This design comes from an exercise in tuning for small area on the open sky130 flow, not from production work. At most, simulation tests tie the RTL to the original design; equivalence was not proved. For run 1, only the layout was checked, not whether the RTL still works. No activity file was given, so power comes from the tool's default toggle rates.

==> flow/config.mk <==
export PLATFORM = sky130hd
export DESIGN_NAME = ook_codec
export DESIGN_NICKNAME = ook_codec
export VERILOG_FILES = /design/flow/design.v
export SDC_FILE = /design/flow/constraint.sdc
export NUM_CORES = 4
export LEC_CHECK = 0
export CAP_MARGIN = 20
export CORE_MARGIN = 2
export CORE_UTILIZATION = 30
export CTS_BUF_LIST = sky130_fd_sc_hd__clkbuf_4
export GPL_ROUTABILITY_DRIVEN = 1
export PLACE_DENSITY = 0.45
export SLEW_MARGIN = 20
==> flow/constraint.sdc <==
create_clock -name core_clock -period 20.0 [get_ports {clk}]
set_input_delay 4.0000 -clock core_clock [delete_from_list [all_inputs] [get_ports {clk}]]
set_output_delay 4.0000 -clock core_clock [all_outputs]
set_load 0.01 [all_outputs]
==> flow/design.v <==
module ook_rx (
    input  wire        clk,
    input  wire        rst_n,
    input  wire        ev_valid,
    input  wire [31:0] now_us,
    output wire        busy,
    input  wire [7:0]  tol_pct,
    output reg         pub_valid,
    output reg  [32:0] pub_code,
    output reg  [5:0]  pub_bitlen,
    output reg         pub_p2,
    output reg  [31:0] pub_time,
    output reg  [28:0] pub_unit
);
    localparam integer NSLOT = 66;
    localparam integer SW    = 18;
    localparam [2:0] S_IDLE  = 3'd0,
                     S_DIV   = 3'd1,
                     S_INS   = 3'd2,
                     S_UD    = 3'd3,
                     S_DWAIT = 3'd4,
                     S_NZ    = 3'd5,
                     S_PUB   = 3'd6;
    reg [2:0]  state;
    reg [31:0] last_ts;
    reg [6:0]  change_count;
    reg        repeat_count;
    reg [31:0] t0;            
    reg [26:0] ud1;           
    reg [28:0] ud2;           
    reg [4:0]  r31;
    reg [3:0]  r10;
    reg [36:0] n25;           
    reg [28:0] rem;
    reg [10:0] quo;
    reg [4:0]  cnt;
    reg        pp;            
    reg        nz1, nz2;      
    reg [NSLOT*SW-1:0] ring;
    reg [6:0]  ptr;           
    assign busy = (state != S_IDLE);
    wire [31:0] d;
    wire [32:0] gap_e;        
    wire        gap_co;
    ook_rca #(32) u_d   (.a(now_us), .b(~last_ts), .ci(1'b1), .s(d), .co());
    ook_rca #(33) u_gap (.a({1'b0, d}), .b(~{1'b0, t0}), .ci(1'b1), .s(gap_e), .co(gap_co));
    wire        is_gap   = d > 32'd5000;
    wire        gap_near = (!gap_e[32] && (gap_e[31:8] == 24'd0) && (gap_e[7:0] <= 8'd200)) ||
                           ( gap_e[32] && (gap_e[31:8] == 24'hFFFFFF) && (gap_e[7:0] >= 8'd56));
    wire        is_rep   = is_gap && (change_count != 7'd0) && gap_near;
    wire        confirm  = is_rep && repeat_count;
    wire [6:0]  cc_g    = is_gap ? 7'd0 : change_count;
    wire        cc_ovf  = (cc_g >= 7'd68);
    wire [6:0]  cc_new  = cc_ovf ? 7'd0 : cc_g;
    wire        rc_new  = cc_ovf ? 1'b0 : (is_rep | repeat_count);
    wire [32:0] d3s;
    wire        d3c;
    wire [33:0] d25s;
    wire        d25c;
    ook_rca #(33) u_d3  (.a({1'b0, d}), .b({d, 1'b0}), .ci(1'b0), .s(d3s), .co(d3c));
    ook_rca #(34) u_d25 (.a({d3c, d3s}), .b({5'd0, d[31:3]}), .ci(1'b0), .s(d25s), .co(d25c));
    wire [36:0] d25 = {d25s, d[2:0]};
    wire [28:0] ud    = pp ? ud2 : {2'b0, ud1};
    wire [38:0] mdiv  = {n25, 2'b00};
    wire        mbit  = mdiv[cnt[3:0]];
    wire [29:0] trial = {rem, mbit};
    wire [29:0] tsub;
    wire        ge;
    ook_rca #(30) u_div (.a(trial), .b(~{1'b0, ud}), .ci(1'b1), .s(tsub), .co(ge));
    wire [9:0]  fq    = quo[9:0];
    wire        fsat  = quo[10];
    wire        fex   = (rem == 29'd0);
    function [8:0] thr;
        input [9:0] f;
        input       ex;
        input [9:0] kk;
        reg   [10:0] t;
        begin
            if (f >= kk) t = {1'b0, f} - {1'b0, kk} + {10'd0, ~ex};
            else         t = {1'b0, kk} - {1'b0, f};
            thr = (t > 11'd255) ? 9'd256 : t[8:0];
        end
    endfunction
    wire [8:0]  th1 = fsat ? 9'd256 : thr(fq, fex, 10'd100);
    wire [8:0]  thu = fsat ? 9'd256 : thr(fq, fex, pp ? 10'd200 : 10'd300);
    wire [SW-1:0] head = ring[NSLOT*SW-1 -: SW];
    wire [8:0]    h_t0 = head[17:9];
    wire [8:0]    h_t1 = head[8:0];
    wire [6:0]    ccm2     = change_count - 7'd2;
    wire [6:0]    ins_slot = {ccm2[6:1], pp};
    wire          ins_a    = !change_count[0];
    wire          ins_now  = (state == S_INS) && (ptr == ins_slot);
    wire [8:0]    n_t0 = ins_a ? th1 : ((thu > h_t0) ? thu : h_t0);
    wire [8:0]    n_t1 = ins_a ? thu : ((th1 > h_t1) ? th1 : h_t1);
    always @(posedge clk)
        ring <= {ring[(NSLOT-1)*SW-1:0], ins_now ? {n_t0, n_t1} : head};
    wire [6:0]  ccm1   = change_count - 7'd1;
    wire [5:0]  npairs = ccm1[6:1];
    wire        h_used = (ptr[6:1] < npairs);
    wire        h_b0   = ({1'b0, tol_pct} >= h_t0);
    wire        h_b1   = ({1'b0, tol_pct} >= h_t1);
    wire        nz1_n  = (h_used && !ptr[0]) ? (h_b0 ? nz1 : h_b1) : nz1;
    wire        nz2_n  = (h_used &&  ptr[0]) ? (h_b0 ? nz2 : h_b1) : nz2;
    wire        can_pub = (change_count >= 7'd8);
    always @(posedge clk) begin
        if (state == S_IDLE) begin
            if (ev_valid) begin
                n25 <= d25;
                if (confirm || cc_new == 7'd0)
                    t0 <= d;
            end
        end
        if (state == S_UD)
            t0 <= {t0[30:0], t0[31]};
    end
    always @(posedge clk) begin
        r31 <= 5'd0;
        r10 <= 4'd0;
        if (state == S_UD) begin
            if ({r31, t0[31]} >= 6'd31) begin
                r31 <= {r31[3:0], t0[31]} - 5'd31;
                ud1 <= {ud1[25:0], 1'b1};
            end else begin
                r31 <= {r31[3:0], t0[31]};
                ud1 <= {ud1[25:0], 1'b0};
            end
            if ({r10, t0[31]} >= 5'd10) begin
                r10 <= {r10[2:0], t0[31]} - 4'd10;
                ud2 <= {ud2[27:0], 1'b1};
            end else begin
                r10 <= {r10[2:0], t0[31]};
                ud2 <= {ud2[27:0], 1'b0};
            end
        end
    end
    always @(posedge clk) begin
        if (state == S_DIV) begin
            if (cnt[3]& cnt[1] & cnt[0]) begin           
                rem <= {1'b0, n25[36:9]};
                quo <= 11'd0;
            end else begin
                rem <= ge ? tsub[28:0] : trial[28:0];
                quo <= {quo[9:0], ge};
            end
        end
    end
    always @(posedge clk) begin
        if (!rst_n) begin
            state        <= S_IDLE;
            last_ts      <= 32'd0;
            change_count <= 7'd0;
            repeat_count <= 1'b0;
            ptr          <= 7'd0;
            pub_valid    <= 1'b0;
            pub_code     <= 33'd0;
            pub_bitlen   <= 6'd0;
            pub_p2       <= 1'b0;
            pub_time     <= 32'd0;
            pub_unit     <= 29'd0;
        end else begin
            pub_valid <= 1'b0;
            ptr <= (ptr == 7'd65) ? 7'd0 : ptr + 7'd1;
            case (state)
                S_IDLE: begin
                    if (ev_valid) begin
                        last_ts <= now_us;
                        if (confirm) begin
                            repeat_count <= 1'b0;
                            state        <= S_DWAIT;
                        end else begin
                            repeat_count <= rc_new;
                            change_count <= cc_new + 7'd1;
                            cnt          <= 5'd11;
                            pp           <= 1'b0;
                            if (cc_new == 7'd0) begin
                                cnt   <= 5'd31;
                                state <= S_UD;
                            end else if (cc_new != 7'd67)
                                state <= S_DIV;
                        end
                    end
                end
                S_DIV: begin
                    cnt <= cnt - 5'd1;
                    if (cnt == 5'd0)
                        state <= S_INS;
                end
                S_INS: begin
                    if (ins_now) begin
                        cnt <= 5'd11;
                        pp  <= 1'b1;
                        state <= pp ? S_IDLE : S_DIV;
                    end
                end
                S_UD: begin
                    cnt <= cnt - 5'd1;
                    if (cnt == 5'd0)
                        state <= S_IDLE;
                end
                S_DWAIT: begin
                    nz1 <= 1'b0;
                    nz2 <= 1'b0;
                    if (ptr == 7'd65)
                        state <= S_NZ;
                end
                S_NZ: begin
                    nz1 <= nz1_n;
                    nz2 <= nz2_n;
                    if (ptr == 7'd65) begin
                        if (can_pub && (nz1_n || nz2_n)) begin
                            pub_valid  <= 1'b1;
                            pub_p2     <= !nz1_n;
                            pub_code   <= 33'd0;
                            pub_bitlen <= npairs;
                            pub_time   <= last_ts;
                            pub_unit   <= nz1_n ? {2'b0, ud1} : ud2;
                            state      <= S_PUB;
                        end else begin
                            change_count <= 7'd1;
                            cnt          <= 5'd31;
                            state        <= S_UD;
                        end
                    end
                end
                S_PUB: begin
                    if (h_used && (ptr[0] == pub_p2))
                        pub_code <= h_b0 ? {pub_code[31:0], 1'b0} :
                                    h_b1 ? {pub_code[31:0], 1'b1} : 33'd0;
                    if (ptr == 7'd65) begin
                        change_count <= 7'd1;
                        cnt          <= 5'd31;
                        state        <= S_UD;
                    end
                end
                default: state <= S_IDLE;
            endcase
        end
    end
endmodule
module ook_rca #(parameter integer W = 8) (
    input  wire [W-1:0] a,
    input  wire [W-1:0] b,
    input  wire         ci,
    output wire [W-1:0] s,
    output wire         co
);
    wire [W:0] c;
    assign c[0] = ci;
    genvar i;
    generate
        for (i = 0; i < W; i = i + 1) begin : g_bit
            assign s[i]   = a[i] ^ b[i] ^ c[i];
            assign c[i+1] = (a[i] & b[i]) | (c[i] & (a[i] ^ b[i]));
        end
    endgenerate
    assign co = c[W];
endmodule
module ook_codec (
    input  wire        clk,
    input  wire        rst_n,
    input  wire [3:0]  reg_addr,      
    input  wire        reg_wr,
    input  wire        reg_rd,
    input  wire [31:0] reg_wdata,
    output reg  [31:0] reg_rdata,
    input  wire [31:0] now_us,
    input  wire        edge_valid,
    output wire        pin_dir,
    output wire        pin_out,
    output wire        edge_en,
    output reg         pin_release
);
    localparam [3:0] A_CMD = 4'h0, A_STATUS = 4'h1, A_TX_CODE = 4'h2, A_TX_CFG = 4'h3,
                     A_TX_PULSE = 4'h4, A_RX_TOL = 4'h5, A_RX_CODE_LO = 4'h6,
                     A_RX_CODE_HI = 4'h7, A_RX_META = 4'h8, A_RX_UNIT = 4'h9,
                     A_RX_TIME = 4'hA, A_RX_SEQ = 4'hB, A_WAVE_HIGH = 4'hC,
                     A_WAVE_LOW = 4'hD;
    localparam [1:0] M_OFF = 2'd0, M_TX = 2'd1, M_RX = 2'd2;
    localparam [3:0] E_OK = 4'd0, E_MODE_CONFLICT = 4'd1, E_NOT_ENABLED = 4'd2,
                     E_UNSUPPORTED = 4'd3, E_CODE_TOO_WIDE = 4'd4, E_INVALID = 4'd5,
                     E_BUSY = 4'd6, E_ILLEGAL = 4'd7;
    localparam [1:0] K_ONE = 2'd0, K_U = 2'd1, K_S = 2'd2;
    function [43:0] pmul_ops;
        input [15:0] p;
        input [1:0]  k;
        input        p2;
        reg   [21:0] x, y;
        begin
            x = {6'd0, p};
            y = 22'd0;
            case (k)
                K_U: begin
                    y = {5'd0, p, 1'b0};                  
                    if (p2) x = 22'd0;                    
                end
                K_S: begin
                    if (p2) begin
                        x = {3'd0, p, 3'd0};              
                        y = {5'd0, p, 1'b0};
                    end else begin
                        x = {1'b0, p, 5'd0};              
                        y = ~{6'd0, p};                   
                    end
                end
                default: ;
            endcase
            pmul_ops = {x, y};
        end
    endfunction
    reg [1:0]  mode;
    reg        busy;
    reg        busy_d;        
    reg        tx_abort;
    reg [3:0]  err;
    reg        rx_ovf;
    reg        rx_valid;
    reg [31:0] tx_code_r;
    reg [5:0]  cfg_width;
    reg [3:0]  cfg_proto;
    reg [7:0]  cfg_repeat;
    reg [15:0] cfg_pulse;
    reg [7:0]  tol_pct;
    reg [31:0] rx_seq;
    reg [15:0] wave_pulse;
    reg        wave_p2;
    reg [1:0]  wave_kind;     
    reg [3:0]  raddr_q;
    reg [31:0] tx_code;
    reg [4:0]  tx_wm1;        
    reg        tx_p2;
    reg [15:0] tx_pulse;
    reg [7:0]  tx_rep_left;
    reg [4:0]  tx_bit;
    reg        tx_in_sync;
    reg        tx_low;
    reg [31:0] tx_seg_start;
    assign pin_dir = (mode == M_TX);
    assign edge_en = (mode == M_RX);
    assign pin_out = busy & ~tx_low;
    wire        rx_busy;
    wire        pub_valid;
    wire [32:0] pub_code;
    wire [5:0]  pub_bitlen;
    wire        pub_p2;
    wire [31:0] pub_time;
    wire [28:0] pub_unit;
    wire        edge_cap = edge_valid && (mode == M_RX);
    ook_rx u_rx (
        .clk        (clk),
        .rst_n      (rst_n),
        .ev_valid   (edge_cap),
        .now_us     (now_us),
        .busy       (rx_busy),
        .tol_pct    (tol_pct),
        .pub_valid  (pub_valid),
        .pub_code   (pub_code),
        .pub_bitlen (pub_bitlen),
        .pub_p2     (pub_p2),
        .pub_time   (pub_time),
        .pub_unit   (pub_unit)
    );
    wire       cmd_wr  = reg_wr && (reg_addr == A_CMD);
    wire [7:0] opc     = reg_wdata[7:0];
    wire       illegal = (reg_wdata[31:8] != 24'd0) ||
                         !((opc <= 8'h06) || (opc == 8'h08) || (opc == 8'h09) || (opc == 8'h0A));
    wire       proto_ok = (cfg_proto == 4'd1) || (cfg_proto == 4'd2);
    wire       cfg_p2   = cfg_proto[1];
    wire       send_width_bad = (cfg_width == 6'd0) || (cfg_width > 6'd32);
    wire [31:0] wide_mask     = ~32'd0 << cfg_width[4:0];
    wire       send_too_wide  = !cfg_width[5] && ((tx_code_r & wide_mask) != 32'd0);
    wire       cur_bit = tx_code[tx_bit];
    reg  [1:0] cur_k;
    always @(*) begin
        if (tx_in_sync)
            cur_k = tx_low ? K_S : K_ONE;
        else if (cur_bit ^ tx_low)
            cur_k = K_U;
        else
            cur_k = K_ONE;
    end
    wire [43:0] cur_ops = pmul_ops(tx_pulse, cur_k, tx_p2);
    wire [21:0] cur_dur;
    wire [31:0] elapsed;
    wire        dur_met;
    ook_rca #(22) u_cur (.a(cur_ops[43:22]), .b(cur_ops[21:0]), .ci(cur_k == K_S && !tx_p2),
                         .s(cur_dur), .co());
    ook_rca #(32) u_el  (.a(now_us), .b(~tx_seg_start), .ci(1'b1), .s(elapsed), .co());
    ook_rca #(22) u_cmp (.a(elapsed[21:0]), .b(~cur_dur), .ci(1'b1), .s(), .co(dur_met));
    wire        seg_done = busy && ((elapsed[31:22] != 10'd0) || dur_met);
    reg  [1:0]  wave_k;
    always @(*) begin
        if (!raddr_q[0])                        
            wave_k = (wave_kind == 2'd1) ? K_U : K_ONE;
        else                                    
            wave_k = (wave_kind == 2'd0) ? K_U : (wave_kind == 2'd1) ? K_ONE : K_S;
    end
    wire [43:0] wave_ops = pmul_ops(wave_pulse, wave_k, wave_p2);
    wire [21:0] wave_val;
    ook_rca #(22) u_wave (.a(wave_ops[43:22]), .b(wave_ops[21:0]), .ci(wave_k == K_S && !wave_p2),
                          .s(wave_val), .co());
    always @(*) begin
        case (raddr_q)
            A_STATUS:     reg_rdata = {22'd0, rx_valid, rx_ovf, err, tx_abort, busy_d, mode};
            A_TX_CODE:    reg_rdata = tx_code_r;
            A_TX_CFG:     reg_rdata = {8'd0, cfg_repeat, 4'd0, cfg_proto, 2'd0, cfg_width};
            A_TX_PULSE:   reg_rdata = {16'd0, cfg_pulse};
            A_RX_TOL:     reg_rdata = {24'd0, tol_pct};
            A_RX_CODE_LO: reg_rdata = pub_code[31:0];
            A_RX_CODE_HI: reg_rdata = {31'd0, pub_code[32]};
            A_RX_META:    reg_rdata = {22'd0, rx_valid & pub_p2, rx_valid & ~pub_p2, 2'd0, pub_bitlen};
            A_RX_UNIT:    reg_rdata = {3'd0, pub_unit};
            A_RX_TIME:    reg_rdata = pub_time;
            A_RX_SEQ:     reg_rdata = rx_seq;
            A_WAVE_HIGH,
            A_WAVE_LOW:   reg_rdata = {10'd0, wave_val};
            default:      reg_rdata = 32'd0;
        endcase
    end
    always @(posedge clk) begin
        raddr_q <= reg_addr;
        busy_d  <= busy;
    end
    always @(posedge clk) begin
        if (!rst_n) begin
            mode         <= M_OFF;
            busy         <= 1'b0;
            tx_abort     <= 1'b0;
            err          <= E_OK;
            rx_ovf       <= 1'b0;
            rx_valid     <= 1'b0;
            tx_code_r    <= 32'd0;
            cfg_width    <= 6'd24;
            cfg_proto    <= 4'd1;
            cfg_repeat   <= 8'd10;
            cfg_pulse    <= 16'd350;
            tol_pct      <= 8'd20;
            rx_seq       <= 32'd0;
            wave_pulse   <= 16'd0;
            wave_p2      <= 1'b0;
            wave_kind    <= 2'd0;
            pin_release  <= 1'b0;
        end else begin
            pin_release <= 1'b0;
            if (seg_done) begin
                tx_seg_start <= now_us;
                if (!tx_low) begin
                    tx_low <= 1'b1;
                end else if (!tx_in_sync) begin
                    tx_low <= 1'b0;
                    if (tx_bit == 5'd0)
                        tx_in_sync <= 1'b1;
                    else
                        tx_bit <= tx_bit - 5'd1;
                end else if (tx_rep_left == 8'd1) begin
                    busy   <= 1'b0;
                    tx_low <= 1'b0;
                end else begin
                    tx_low      <= 1'b0;
                    tx_in_sync  <= 1'b0;
                    tx_bit      <= tx_wm1;
                    tx_rep_left <= tx_rep_left - 8'd1;
                end
            end
            if (edge_cap && rx_busy)
                rx_ovf <= 1'b1;
            if (pub_valid) begin
                rx_seq   <= rx_seq + 32'd1;
                rx_valid <= 1'b1;
            end
            if (reg_wr) begin
                case (reg_addr)
                    A_TX_CODE:  tx_code_r <= reg_wdata;
                    A_TX_CFG: begin
                        cfg_width  <= reg_wdata[5:0];
                        cfg_proto  <= reg_wdata[11:8];
                        cfg_repeat <= reg_wdata[23:16];
                    end
                    A_TX_PULSE: cfg_pulse <= reg_wdata[15:0];
                    A_RX_TOL:   tol_pct   <= reg_wdata[7:0];
                    default: ;
                endcase
            end
            if (cmd_wr) begin
                if (illegal) begin
                    err <= E_ILLEGAL;
                end else begin
                    case (opc[3:0])
                        4'h0: err <= E_OK;
                        4'h1: begin
                            if (mode == M_RX)
                                err <= E_MODE_CONFLICT;
                            else begin
                                mode <= M_TX;
                                err  <= E_OK;
                            end
                        end
                        4'h2: begin
                            if (mode == M_TX) begin
                                if (busy) begin
                                    busy     <= 1'b0;
                                    tx_abort <= 1'b1;
                                    tx_low   <= 1'b0;
                                end
                                mode <= M_OFF;
                            end
                            err <= E_OK;
                        end
                        4'h3: begin
                            if (mode == M_TX)
                                err <= E_MODE_CONFLICT;
                            else begin
                                mode   <= M_RX;
                                rx_ovf <= 1'b0;
                                err    <= E_OK;
                            end
                        end
                        4'h4: begin
                            if (mode == M_RX)
                                mode <= M_OFF;
                            err <= E_OK;
                        end
                        4'h5: begin
                            if (busy)
                                err <= E_BUSY;
                            else if (mode != M_TX)
                                err <= E_NOT_ENABLED;
                            else if (send_width_bad || cfg_pulse == 16'd0)
                                err <= E_INVALID;
                            else if (!proto_ok)
                                err <= E_UNSUPPORTED;
                            else if (send_too_wide)
                                err <= E_CODE_TOO_WIDE;
                            else begin
                                tx_code      <= tx_code_r;
                                tx_wm1       <= cfg_width[4:0] - 5'd1;
                                tx_p2        <= cfg_p2;
                                tx_pulse     <= cfg_pulse;
                                tx_abort     <= 1'b0;
                                tx_low       <= 1'b0;
                                tx_in_sync   <= 1'b0;
                                tx_bit       <= cfg_width[4:0] - 5'd1;
                                tx_rep_left  <= cfg_repeat;
                                tx_seg_start <= now_us;
                                busy         <= (cfg_repeat != 8'd0);
                                err          <= E_OK;
                            end
                        end
                        4'h6: begin
                            if (mode == M_TX && busy) begin
                                busy     <= 1'b0;
                                tx_abort <= 1'b1;
                                tx_low   <= 1'b0;
                            end
                            mode        <= M_OFF;
                            pin_release <= 1'b1;
                            err         <= E_OK;
                        end
                        default: begin
                            if (cfg_pulse == 16'd0)
                                err <= E_INVALID;
                            else if (!proto_ok)
                                err <= E_UNSUPPORTED;
                            else begin
                                wave_pulse <= cfg_pulse;
                                wave_p2    <= cfg_p2;
                                wave_kind  <= opc[1:0];
                                err        <= E_OK;
                            end
                        end
                    endcase
                end
            end
        end
    end
endmodule
==> flow/run.sh <==
#!/bin/bash
# synth_recipe.tcl (not shown) runs the flow's synth.tcl, then flattens the netlist and writes it again
# the make line also repeats each setting of config.mk as NAME=value (left out here)
make -C /OpenROAD-flow-scripts/flow DESIGN_CONFIG=/design/flow/config.mk WORK_HOME=/design/flow/orfs CLKGATE_MAP_FILE= SYNTH_SCRIPT=/design/flow/synth_recipe.tcl finish
==> results of run 1 <==
==> metrics by stage <==
step / setup WS (ps) / cell area (µm²) / setup TNS (ps)
after global placement: -1070 / 63500 / -50620
after CTS: 198 / 69000 / 0
after global routing: 119 / 69100 / 0
final: 415 / 69100 / 0
after floorplan: 14.9 / 58900 / 0
after detailed placement: -1260 / 63500 / -60050
==> routing by layer <==
layer,global-route usage,vias up
li1,-,17387
met2,0.228,991
met5,0,-
met4,0.0577,0
met3,0.0350,253
met1,0.205,17801
==> worst max-delay path by stage <==
stage	end	slack, ps	cells past startpoint
final	u_rx.t0[2]$_DFFE_PP_	420	44
after global routing	u_rx.t0[5]$_DFFE_PP_	120	44
after CTS	u_rx.t0[1]$_DFFE_PP_	200	46
after detailed placement	u_rx.t0[2]$_DFFE_PP_	-1260	46
after global placement	u_rx.t0[0]$_DFFE_PP_	-1070	46
after floorplan	u_rx.t0[0]$_DFFE_PP_	10	43
==> power by group through the flow <==
stage                     clock (W)  combinational (W)  sequential (W)
final                       0.00294           0.000668         0.00375
after global routing        0.00328           0.000756         0.00375
after CTS                   0.00309           0.000670         0.00375
after detailed placement          0           0.000668         0.00383
after global placement            0           0.000662         0.00383
after floorplan                   0           0.000459         0.00379
==> flip-flops by register name, indices dropped and copies added, names as in the netlist, 11 cells and up <==
signal         flops
u_rx.ring       1188
u_rx.n25          37
u_rx.pub_code     33
rx_seq            32
tx_code           32
tx_code_r         32
tx_seg_start      32
u_rx.last_ts      32
u_rx.pub_time     32
u_rx.t0           32
u_rx.pub_unit     29
u_rx.rem          29
u_rx.ud2          29
u_rx.ud1          27
cfg_pulse         16
tx_pulse          16
wave_pulse        16
u_rx.quo          11
==> layout make-up <==
| class | count | area, µm² | share of cell area |
|---|---|---|---|
| Antenna cell | 9 | 22.5 | 0.000326 |
| Clock buffer | 672 | 5040 | 0.0730 |
| Clock inverter | 115 | 512 | 0.00740 |
| Inverter | 263 | 993 | 0.0144 |
| Multi-Input combinational cell | 2472 | 19200 | 0.278 |
| Sequential cell | 1763 | 38000 | 0.550 |
| Tap cell | 2624 | 3280 | 0.0475 |
| Timing Repair Buffer | 228 | 2020 | 0.0292 |
==> critical path, delay by kind of cell <==
family / cells / cell delay (ps)
compound gates: 4 / 760
fa+ha+maj: 32 / 14190
buf+inv: 6 / 1160
simple gates: 2 / 460
==> synthesized netlist by cell type, drive strengths merged, types with 18 or more instances <==
cell type | n | area share
nand2 | 413 | 0.026
a211oi | 23 | 0.0032
a22o | 45 | 0.0067
nor4 | 41 | 0.0045
dfxtp | 1489 | 0.51
xnor2 | 50 | 0.0074
xor2 | 36 | 0.0054
nand3 | 66 | 0.0056
a31oi | 22 | 0.0023
nand4 | 36 | 0.0041
clkbuf | 146 | 0.010
a22oi | 72 | 0.0092
o211ai | 28 | 0.0036
nor2b | 28 | 0.0030
nor2 | 298 | 0.019
mux2i | 130 | 0.022
a21oi | 237 | 0.020
nor3 | 46 | 0.0041
o21ai | 167 | 0.014
mux2 | 80 | 0.015
or3 | 18 | 0.0021
nand2b | 25 | 0.0027
fa | 217 | 0.074
inv | 259 | 0.017
ha | 138 | 0.029
buf | 35 | 0.0027
edfxtp | 274 | 0.14
==> cell families after synthesis <==
| kind of cell | Yosys count | share of synthesized area |
|---|---|---|
| AO/OA/AOI/OAI | 754 | 0.0828 |
| XOR/XNOR | 86 | 0.0128 |
| adder cells (fa/ha/maj) | 355 | 0.103 |
| buffers and inverters | 445 | 0.0297 |
| flip-flops | 1763 | 0.647 |
| multiplexers | 223 | 0.0425 |
| AND/OR/NAND/NOR | 1054 | 0.0820 |
==> cells in the final DEF (no fill, tap or decap), types with 64 or more instances in the layout <==
cell type                         Yosys  layout
sky130_fd_sc_hd__a21oi_1            237     235
sky130_fd_sc_hd__a22oi_1             72      72
sky130_fd_sc_hd__buf_4                1     119
sky130_fd_sc_hd__clkbuf_4             0     672
sky130_fd_sc_hd__clkdlybuf4s50_1      0     105
sky130_fd_sc_hd__clkinv_1             4      95
sky130_fd_sc_hd__dfxtp_1           1489    1489
sky130_fd_sc_hd__edfxtp_1           274     274
sky130_fd_sc_hd__fa_1               217     196
sky130_fd_sc_hd__ha_1               138     138
sky130_fd_sc_hd__inv_1              259     245
sky130_fd_sc_hd__mux2_2              79      79
sky130_fd_sc_hd__mux2i_1            129     128
sky130_fd_sc_hd__nand2_1            413     413
sky130_fd_sc_hd__nand3_1             66      64
sky130_fd_sc_hd__nor2_1             296     291
sky130_fd_sc_hd__o21ai_0            166     165
==> timing repair <==
item                                    CTS  global route
resized for setup                         0             7
endpoints found under the setup margin    0            48
hold buffers                              0             0
buffers inserted                          0             1
==> impl_metrics.sql, run 1 <==
INSERT INTO impl_metrics (metric_group, metric, value, unit) VALUES
('run_status', 'run_status', 'finished clean', ''),
('yosys', 'synthFlopType', 'sky130_fd_sc_hd__dfxtp_1', ''),
('critical_path', 'critical_path_required', '20980', 'ps'),
('yosys', 'yosysUniqueCellTypes', '97', ''),
('floorplan', 'placeableCoreArea', '0.195', 'mm²'),
('floorplan', 'die_area', '0.200', 'mm²'),
('grt', 'grt_util_all_layers', '0.150', ''),
('critical_path', 'cp_slowest_stage_delay', '600', 'ps'),
('critical_path', 'kind_of_capture_point_of_the_worst_setup_path', 'flip-flop', ''),
('critical_path', 'setup.worst_path.start_class', 'input pin', ''),
('power_and_ir_drop', 'combinationalPowerShare', '0.091', ''),
('timing', 'worst_slew_pin_slew', '998', 'ps'),
('placement', 'global_placement_routability_congestion', '0.864', ''),
('final_layout', 'drive_gt1_frac', '0.181', ''),
('yosys', 'synth.cell_area', '0.0588', 'mm²'),
('critical_path', 'rr_endpoint', 'u_rx.t0[2]$_DFFE_PP_', ''),
('timing', 'fin_crit_sh', '0.979', ''),
('routing', 'uppermost_signal_routing_layer_after_detailed_routing', 'met4', ''),
('critical_path', 'cp.arrival', '20570', 'ps'),
('floorplan', 'dieWidth', '447', 'µm'),
('yosys', 'ys_seq_area_frac', '0.647', ''),
('timing', 'grt_setup_unrepaired', 'no', ''),
('timing', 'whs', '216', 'ps'),
('worst_hold_path', 'worst_hold_path_type', 'flip-flop to flip-flop', ''),
('power_and_ir_drop', 'pwr-share-clk', '0.399', ''),
('grt', 'wire_length_of_the_first_global_routing_pass', '226', 'mm'),
('routing', 'routed_wirelength', '149', 'mm'),
('cts', 'cts_buffer_depth', '4', ''),
('power_and_ir_drop', 'power.switching_fraction', '0.253', ''),
('power_and_ir_drop', 'intPower', '0.00550', 'W'),
('final_layout', 'area_overhead_of_the_layout_relative_to_synthesis', '17.6', '%'),
('routing', 'routed-via-count', '36432', ''),
('timing', 'final_hold_violation_count', '0', ''),
('floorplan', 'rows', '162', ''),
('yosys', 'async_flop_share', '0', ''),
('grt', 'grt_pass1_vias', '37123', ''),
('routing', 'routed_wire_length_per_instance', '18.3', 'µm'),
('floorplan', 'pin_count', '109', ''),
('final_layout', 'stdcell_count', '8146', ''),
('yosys', 'synth_warnings', '2', ''),
('grt', 'antenna_found_initial', '5', ''),
('critical_path', 'reg2reg_from', 'u_rx.last_ts[0]$_SDFFE_PN0P_', ''),
('floorplan', 'initial_utilization', '0.302', ''),
('cts', 'tritoncts', 'built', ''),
('critical_path', 'r2r_setup_slack', '3160', 'ps'),
('yosys', 'number_of_flip_flops_and_latches_in_the_synthesized_netlist', '1763', ''),
('critical_path', 'path_class', 'input pin to flip-flop', ''),
('routing', 'sum_of_met3_wire_segment_lengths_after_detailed_routing', '7.93', 'mm'),
('routing', 'first_pass_iters', '6', ''),
('cts', 'clock_sink_count', '1763', ''),
('job', 'max_cap_violations', '0', ''),
('power_and_ir_drop', 'cellPowerDensity', '106', 'mW/mm²'),
('timing', 'fin_worst_skew', '142', 'ps'),
('timing', 'timing.final.setup_violations', '0', ''),
('final_layout', 'n_fill_cell', '19406', ''),
('yosys', 'synthCells', '4680', ''),
('worst_hold_path', 'worst_hold_startpoint', 'u_rx.ring[432]$_DFF_P_', ''),
('power_and_ir_drop', 'netSwitchingPower', '0.00186', 'W'),
('routing', 'vias_per_cell', '4.47', ''),
('critical_path', 'worst_path_most_repeated_cell', 'sky130_fd_sc_hd__fa_1', ''),
('routing', 'dr.first_iter.drc_count', '2415', ''),
('timing', 'finalWorstPathRequiredPeriod', '19580', 'ps'),
('power_and_ir_drop', 'p_leak', '26.8', 'nW'),
('routing', 'postRouteAntennaNets', '0', ''),
('critical_path', 'cp_slowest_cell', 'sky130_fd_sc_hd__fa_1', ''),
('cts', 'clkLatencyLatePin', '1350', 'ps'),
('critical_path', 'crit_fanout', '16', ''),
('placement', 'io_buffer_count', '107', ''),
('cts', 'path_clk_slew', '70', 'ps'),
('placement', 'placed_cells', '7348', ''),
('placement', 'detailed_place_hpwl', '104', 'mm');
==> run 2: changes to the inputs <==
--- a/flow/design.v
+++ b/flow/design.v
@@ -39,37 +39,27 @@
     reg [NSLOT*SW-1:0] ring;
     reg [6:0]  ptr;           
     assign busy = (state != S_IDLE);
-    wire [31:0] d;
-    wire [32:0] gap_e;        
-    wire        gap_co;
-    ook_rca #(32) u_d   (.a(now_us), .b(~last_ts), .ci(1'b1), .s(d), .co());
-    ook_rca #(33) u_gap (.a({1'b0, d}), .b(~{1'b0, t0}), .ci(1'b1), .s(gap_e), .co(gap_co));
+    wire [31:0] d        = now_us - last_ts;
     wire        is_gap   = d > 32'd5000;
-    wire        gap_near = (!gap_e[32] && (gap_e[31:8] == 24'd0) && (gap_e[7:0] <= 8'd200)) ||
-                           ( gap_e[32] && (gap_e[31:8] == 24'hFFFFFF) && (gap_e[7:0] >= 8'd56));
-    wire        is_rep   = is_gap && (change_count != 7'd0) && gap_near;
+    wire [31:0] gap_diff = (d > t0) ? (d - t0) : (t0 - d);
+    wire        is_rep   = is_gap && (change_count != 7'd0) && (gap_diff <= 32'd200);
     wire        confirm  = is_rep && repeat_count;
     wire [6:0]  cc_g    = is_gap ? 7'd0 : change_count;
     wire        cc_ovf  = (cc_g >= 7'd68);
     wire [6:0]  cc_new  = cc_ovf ? 7'd0 : cc_g;
     wire        rc_new  = cc_ovf ? 1'b0 : (is_rep | repeat_count);
-    wire [32:0] d3s;
-    wire        d3c;
-    wire [33:0] d25s;
-    wire        d25c;
-    ook_rca #(33) u_d3  (.a({1'b0, d}), .b({d, 1'b0}), .ci(1'b0), .s(d3s), .co(d3c));
-    ook_rca #(34) u_d25 (.a({d3c, d3s}), .b({5'd0, d[31:3]}), .ci(1'b0), .s(d25s), .co(d25c));
-    wire [36:0] d25 = {d25s, d[2:0]};
+    wire [36:0] d25 = {1'b0, d, 4'd0} + {2'b0, d, 3'd0} + {5'd0, d};
     wire [28:0] ud    = pp ? ud2 : {2'b0, ud1};
     wire [38:0] mdiv  = {n25, 2'b00};
     wire        mbit  = mdiv[cnt[3:0]];
     wire [29:0] trial = {rem, mbit};
-    wire [29:0] tsub;
-    wire        ge;
-    ook_rca #(30) u_div (.a(trial), .b(~{1'b0, ud}), .ci(1'b1), .s(tsub), .co(ge));
+    wire [30:0] tsub  = {1'b0, trial} - {2'b0, ud};
+    wire        ge    = !tsub[30];
     wire [9:0]  fq    = quo[9:0];
     wire        fsat  = quo[10];
     wire        fex   = (rem == 29'd0);
+    wire        udz   = (ud == 29'd0);
+    wire        xz    = (n25 == 37'd0);
     function [8:0] thr;
         input [9:0] f;
         input       ex;
@@ -81,8 +71,8 @@
             thr = (t > 11'd255) ? 9'd256 : t[8:0];
         end
     endfunction
-    wire [8:0]  th1 = fsat ? 9'd256 : thr(fq, fex, 10'd100);
-    wire [8:0]  thu = fsat ? 9'd256 : thr(fq, fex, pp ? 10'd200 : 10'd300);
+    wire [8:0]  th1 = udz ? (xz ? 9'd0 : 9'd256) : fsat ? 9'd256 : thr(fq, fex, 10'd100);
+    wire [8:0]  thu = udz ? (xz ? 9'd0 : 9'd256) : fsat ? 9'd256 : thr(fq, fex, pp ? 10'd200 : 10'd300);
     wire [SW-1:0] head = ring[NSLOT*SW-1 -: SW];
     wire [8:0]    h_t0 = head[17:9];
     wire [8:0]    h_t1 = head[8:0];
@@ -237,24 +227,6 @@
         end
     end
 endmodule
-module ook_rca #(parameter integer W = 8) (
-    input  wire [W-1:0] a,
-    input  wire [W-1:0] b,
-    input  wire         ci,
-    output wire [W-1:0] s,
-    output wire         co
-);
-    wire [W:0] c;
-    assign c[0] = ci;
-    genvar i;
-    generate
-        for (i = 0; i < W; i = i + 1) begin : g_bit
-            assign s[i]   = a[i] ^ b[i] ^ c[i];
-            assign c[i+1] = (a[i] & b[i]) | (c[i] & (a[i] ^ b[i]));
-        end
-    endgenerate
-    assign co = c[W];
-endmodule
 module ook_codec (
     input  wire        clk,
     input  wire        rst_n,
@@ -280,7 +252,7 @@
                      E_UNSUPPORTED = 4'd3, E_CODE_TOO_WIDE = 4'd4, E_INVALID = 4'd5,
                      E_BUSY = 4'd6, E_ILLEGAL = 4'd7;
     localparam [1:0] K_ONE = 2'd0, K_U = 2'd1, K_S = 2'd2;
-    function [43:0] pmul_ops;
+    function [21:0] pmul;
         input [15:0] p;
         input [1:0]  k;
         input        p2;
@@ -299,12 +271,12 @@
                         y = {5'd0, p, 1'b0};
                     end else begin
                         x = {1'b0, p, 5'd0};              
-                        y = ~{6'd0, p};                   
+                        y = ~{6'd0, p} + 22'd1;
                     end
                 end
                 default: ;
             endcase
-            pmul_ops = {x, y};
+            pmul = x + y;
         end
     endfunction
     reg [1:0]  mode;
@@ -378,15 +350,9 @@
         else
             cur_k = K_ONE;
     end
-    wire [43:0] cur_ops = pmul_ops(tx_pulse, cur_k, tx_p2);
-    wire [21:0] cur_dur;
-    wire [31:0] elapsed;
-    wire        dur_met;
-    ook_rca #(22) u_cur (.a(cur_ops[43:22]), .b(cur_ops[21:0]), .ci(cur_k == K_S && !tx_p2),
-                         .s(cur_dur), .co());
-    ook_rca #(32) u_el  (.a(now_us), .b(~tx_seg_start), .ci(1'b1), .s(elapsed), .co());
-    ook_rca #(22) u_cmp (.a(elapsed[21:0]), .b(~cur_dur), .ci(1'b1), .s(), .co(dur_met));
-    wire        seg_done = busy && ((elapsed[31:22] != 10'd0) || dur_met);
+    wire [21:0] cur_dur  = pmul(tx_pulse, cur_k, tx_p2);
+    wire [31:0] elapsed  = now_us - tx_seg_start;
+    wire        seg_done = busy && (elapsed >= {10'd0, cur_dur});
     reg  [1:0]  wave_k;
     always @(*) begin
         if (!raddr_q[0])                        
@@ -394,10 +360,7 @@
         else                                    
             wave_k = (wave_kind == 2'd0) ? K_U : (wave_kind == 2'd1) ? K_ONE : K_S;
     end
-    wire [43:0] wave_ops = pmul_ops(wave_pulse, wave_k, wave_p2);
-    wire [21:0] wave_val;
-    ook_rca #(22) u_wave (.a(wave_ops[43:22]), .b(wave_ops[21:0]), .ci(wave_k == K_S && !wave_p2),
-                          .s(wave_val), .co());
+    wire [21:0] wave_val = pmul(wave_pulse, wave_k, wave_p2);
     always @(*) begin
         case (raddr_q)
             A_STATUS:     reg_rdata = {22'd0, rx_valid, rx_ovf, err, tx_abort, busy_d, mode};
--- a/flow/config.mk
+++ b/flow/config.mk
@@ -8,7 +8,6 @@
 export CAP_MARGIN = 20
 export CORE_MARGIN = 2
 export CORE_UTILIZATION = 30
-export CTS_BUF_LIST = sky130_fd_sc_hd__clkbuf_4
 export GPL_ROUTABILITY_DRIVEN = 1
 export PLACE_DENSITY = 0.45
 export SLEW_MARGIN = 20
==> run 2 against run 1 <==
Still clean. Synthesized cell count rose by 34%. Setup slack improved by 5800 ps. Core utilization fell by 0.64 points. Global-route usage rose by 0.50 points. Cell count rose by 17%. Maximum frequency rose by 42%. First-iteration DRC count rose by 47%. Combinational power rose by 96%. Die area rose by 13%. Via count rose by 26%. Non-clock buffer count fell by 45. Sequential power barely moved.
==> impl_metrics.sql, run 2 <==
INSERT INTO impl_metrics (metric_group, metric, value, unit) VALUES
('routing', 'vias_per_cell', '4.81', ''),
('yosys', 'yosysUniqueCellTypes', '98', ''),
('routing', 'routed_wire_length_per_instance', '18.7', 'µm'),
('final_layout', 'layout.cells.most_common', 'sky130_fd_sc_hd__dfxtp_1', ''),
('yosys', 'synth_commonest_cells', '1489 x sky130_fd_sc_hd__dfxtp_1, 701 x sky130_fd_sc_hd__nand2_1, 426 x sky130_fd_sc_hd__a21oi_1', ''),
('worst_hold_path', 'worst_hold_path_type', 'flip-flop to flip-flop', ''),
('power_and_ir_drop', 'cellPowerDensity', '109', 'mW/mm²'),
('grt', 'grt_start_max_net_pins', '102', ''),
('yosys', 'syn_area_per_cell', '10.6', 'µm²'),
('worst_hold_path', 'worst_hold_startpoint', 'u_rx.ring[575]$_DFF_P_', ''),
('critical_path', 'rr_endpoint', 'tx_seg_start[31]$_DFFE_PP_', ''),
('yosys', 'async_flop_share', '0', ''),
('timing', 'grt_setup_unrepaired', 'no', ''),
('routing', 'postRouteAntennaNets', '0', ''),
('yosys', 'post-synth-top-area-cell', 'sky130_fd_sc_hd__dfxtp_1', ''),
('grt', 'grt-busiest-layer', 'met2', ''),
('critical_path', 'path_class', 'input pin to flip-flop', ''),
('routing', 'routed-via-count', '45803', ''),
('critical_path', 'r2r_setup_slack', '9150', 'ps'),
('yosys', 'synth_top_area_frac', '0.447', ''),
('power_and_ir_drop', 'peakVddDrop', '0.0000798', 'V'),
('cts', 'ctsRootBufferMaster', 'sky130_fd_sc_hd__clkbuf_16', ''),
('timing', 'setup_total_negative_slack', '0', 'ps'),
('final_layout', 'n_fill_cell', '22154', ''),
('cts', 'cts.repair.resized', '0', ''),
('yosys', 'ys_seq_area_frac', '0.570', ''),
('grt', 'grt_util_met3', '0.0216', ''),
('cts', 'path_clk_slew', '60', 'ps'),
('placement', 'global_placement_routability_congestion', '0.864', ''),
('cts', 'tritoncts', 'built', ''),
('yosys', 'post_synth_main_area_contributors', 'sky130_fd_sc_hd__dfxtp_1 45%, sky130_fd_sc_hd__edfxtp_1 12%, sky130_fd_sc_hd__ha_1 6.8%', ''),
('cts', 'clkLatencyLatePin', '820', 'ps'),
('routing', 'routed_wirelength', '178', 'mm'),
('cts', 'clock_sink_count', '1763', ''),
('worst_hold_path', 'hold-path-cell-count', '0', ''),
('floorplan', 'die_area', '0.226', 'mm²'),
('cts', 'cts_buffer_depth', '3', ''),
('grt', 'grt_util_all_layers', '0.155', ''),
('floorplan', 'dieWidth', '476', 'µm'),
('grt', 'wire_length_of_the_first_global_routing_pass', '272', 'mm'),
('final_layout', 'area_of_all_placed_cells_without_fillers', '0.0772', 'mm²'),
('critical_path', 'critical_path_required', '20430', 'ps'),
('critical_path', 'setup.worst_path.start_class', 'input pin', ''),
('timing', 'fmaxAchievable', '0.0727', 'GHz'),
('grt', 'globalRouteMet2Util', '0.235', ''),
('placement', 'detailed_place.area', '0.0712', 'mm²'),
('timing', 'final_hold_violation_count', '0', ''),
('cts', 'post_cts.repair.setup_buffers', '0', ''),
('final_layout', 'drive_gt1_frac', '0.0696', ''),
('placement', 'detailed_place_hpwl', '129', 'mm'),
('cts', 'cts_buffers', '175', ''),
('critical_path', 'kind_of_capture_point_of_the_worst_setup_path', 'flip-flop', ''),
('floorplan', 'pin_count', '109', ''),
('cts', 'ctsHtreeMaxLevel', '4', ''),
('floorplan', 'initial_utilization', '0.301', ''),
('worst_hold_path', 'worstHoldEndpoint', 'u_rx.ring[593]$_DFF_P_', ''),
('timing', 'fin_worst_skew', '51.6', 'ps'),
('final_layout', 'max_flop_register', 'u_rx.ring', ''),
('floorplan', 'rows', '173', ''),
('yosys', 'synth_nets', '6753', ''),
('yosys', 'synth_warnings', '2', ''),
('timing', 'worst_slew_pin_slew', '1220', 'ps'),
('final_layout', 'biggestRegsByFlops', 'u_rx.ring x1188, u_rx.n25 x37, u_rx.pub_code x33', ''),
('power_and_ir_drop', 'p_leak', '30.3', 'nW'),
('timing', 'slew_violations', '0', ''),
('yosys', 'number_of_flip_flops_and_latches_in_the_synthesized_netlist', '1763', ''),
('grt', 'antenna_found_initial', '6', ''),
('yosys', 'post-synth-top-count-cell', 'sky130_fd_sc_hd__dfxtp_1', ''),
('routing', 'drt_drc_violations_left', '0', ''),
('critical_path', 'crit_fanout', '32', ''),
('timing', 'timing.slew.headroom', '0.183', ''),
('timing', 'timing.final.setup_violations', '0', ''),
('yosys', 'number_of_enable_flip_flop_cells_after_synthesis', '274', ''),
('yosys', 'synthFlopType', 'sky130_fd_sc_hd__dfxtp_1', ''),
('yosys', 'synth.cell_area', '0.0667', 'mm²'),
('critical_path', 'cp.arrival', '14190', 'ps'),
('final_layout', 'area_overhead_of_the_layout_relative_to_synthesis', '15.8', '%'),
('critical_path', 'cp_slowest_stage_delay', '850', 'ps'),
('run_status', 'run_status', 'finished clean', ''),
('critical_path', 'cp_slowest_cell', 'sky130_fd_sc_hd__a2bb2oi_1', ''),
('final_layout', 'final_cell_mix', '1489 x sky130_fd_sc_hd__dfxtp_1, 700 x sky130_fd_sc_hd__nand2_1, 425 x sky130_fd_sc_hd__a21oi_1', ''),
('grt', 'gr-usage-met1', '0.228', ''),
('timing', 'finalWorstPathRequiredPeriod', '13760', 'ps'),
('placement', 'io_buffer_count', '107', ''),
('final_layout', 'largest_reg_flops', '1188', ''),
('grt', 'grt_pass1_vias', '43552', ''),
('critical_path', 'reg2reg_from', 'tx_bit[0]$_DFFE_PP_', ''),
('final_layout', 'fin_nets', '6867', ''),
('critical_path', 'r2r.worst_path.cells', '30', ''),
('yosys', 'synthCells', '6285', ''),
('floorplan', 'placeableCoreArea', '0.222', 'mm²'),
('cts', 'postCtsHoldBufs', '0', ''),
('routing', 'dr.first_iter.drc_count', '3538', ''),
('floorplan', 'die_h', '476', 'µm'),
('grt', 'gr-total-overflow', '0', ''),
('timing', 'fin_crit_sh', '0.688', ''),
('routing', 'first_pass_iters', '6', ''),
('job', 'max_cap_violations', '0', '');
-- run 2: cell types whose count changed after synthesis, sizes merged, moves of 73 or more --
cell   before  now
a21o       11   84
a21oi     237  429
fa        217   34
ha        138  361
nand2     413  702
nor2      298  391
o21ai     167  274
xnor2      50  139
-- run 2: through the flow --
step | std cells | hold WS [ps] | total power (W) | util | setup WS [ps]
after floorplan | 6285 | 310 | 0.00475 | - | 9070
after global placement | 9197 | 310 | 0.00512 | 0.321 | 5450
after detailed placement | 9197 | 312 | 0.00512 | 0.321 | 5430
after CTS | 9514 | 301 | 0.00855 | 0.348 | 6260
after global routing | 9515 | 314 | 0.00884 | 0.349 | 5480
final | 9515 | 307 | 0.00844 | 0.349 | 6240
-- run 2: cells by family after synthesis --
family                   synth area share
AO/OA/AOI/OAI                       0.137
XOR/XNOR                           0.0302
adder cells (fa/ha/maj)            0.0779
buffers and inverters              0.0338
flip-flops                          0.570
multiplexers                       0.0325
AND/OR/NAND/NOR                     0.119
-- run 2: worst max-delay path by stage --
stage	from	endpoint	slack [ps]	cells past startpoint
4_1_cts	now_us[1]	u_rx.t0[15]$_DFFE_PP_	6260	29
2_1_floorplan	now_us[0]	u_rx.t0[0]$_DFFE_PP_	9070	32
3_3_place_gp	now_us[1]	u_rx.t0[29]$_DFFE_PP_	5450	29
5_1_grt	now_us[1]	u_rx.t0[15]$_DFFE_PP_	5480	29
6_report	now_us[1]	u_rx.t0[28]$_DFFE_PP_	6240	29
3_5_place_dp	now_us[1]	u_rx.t0[30]$_DFFE_PP_	5430	29
-- run 2: power by group --
part / internal (W) / switching, W / leakage [nW]
logic: 0.000503 / 0.000805 / 12.7
clock network: 0.00197 / 0.00141 / 2.98
registers: 0.00369 / 0.0000572 / 14.6
total: 0.00616 / 0.00228 / 30.3
-- run 2: routing by layer --
metal,wire length [µm],part of all wire
met5,0,0
met4,3800,0.021
met3,8120,0.046
met2,77200,0.43
met1,89100,0.50
-- run 2: layout make-up --
class                   instances  area (µm²)  area share
flip-flops and latches       1763       38000       0.492
well taps                    2975        3720      0.0482
inverters                     333        1250      0.0162
diodes                          1        2.50   0.0000324
repair buffers                183        1650      0.0213
clock buffers                 256        5150      0.0667
multi-input cells            3943       26500       0.343
clock inverters                61         930      0.0120
-- run 2: critical path, delay by kind of cell --
family | cells | cell delay, ps
AO/OA/AOI/OAI | 14 | 4790
AND/OR/NAND/NOR | 9 | 2500
buffers and inverters | 3 | 1420
adder cells (fa/ha/maj) | 2 | 880
XOR/XNOR | 1 | 510

## port drivers added, routing unchanged
The results above use ideal ports. As a check the final layouts listed here were re-extracted and re-timed, cells and wires unchanged.
Step 1, drivers: a clkbuf_16 drives clk and a buf_2 each remaining input, both assumed.
Step 2 adds t to the input delays and takes it off the output delays; t is the mean of the earliest and latest rising clock arrival at the registers after step 1. Input paths then give back, and output paths get back, about the clock's delay inside the block.
Three values: ideal, step 1, step 2; two values: the first two.
| run | shift t [ns] | setup slack, ns | worst setup path at the end |
|---|---|---|---|
| run 1 | 1.355 | 0.415 / 0.467 / -0.887 | input to register |
| run 2 | 0.883 | 6.238 / 6.249 / 5.365 | input to register |
Met with ideal ports but missed after step 2: setup timing in run 1. The setup slack of run 1, which loses most, moves by +0.052 ns with the drivers and by -1.302 ns with both steps.
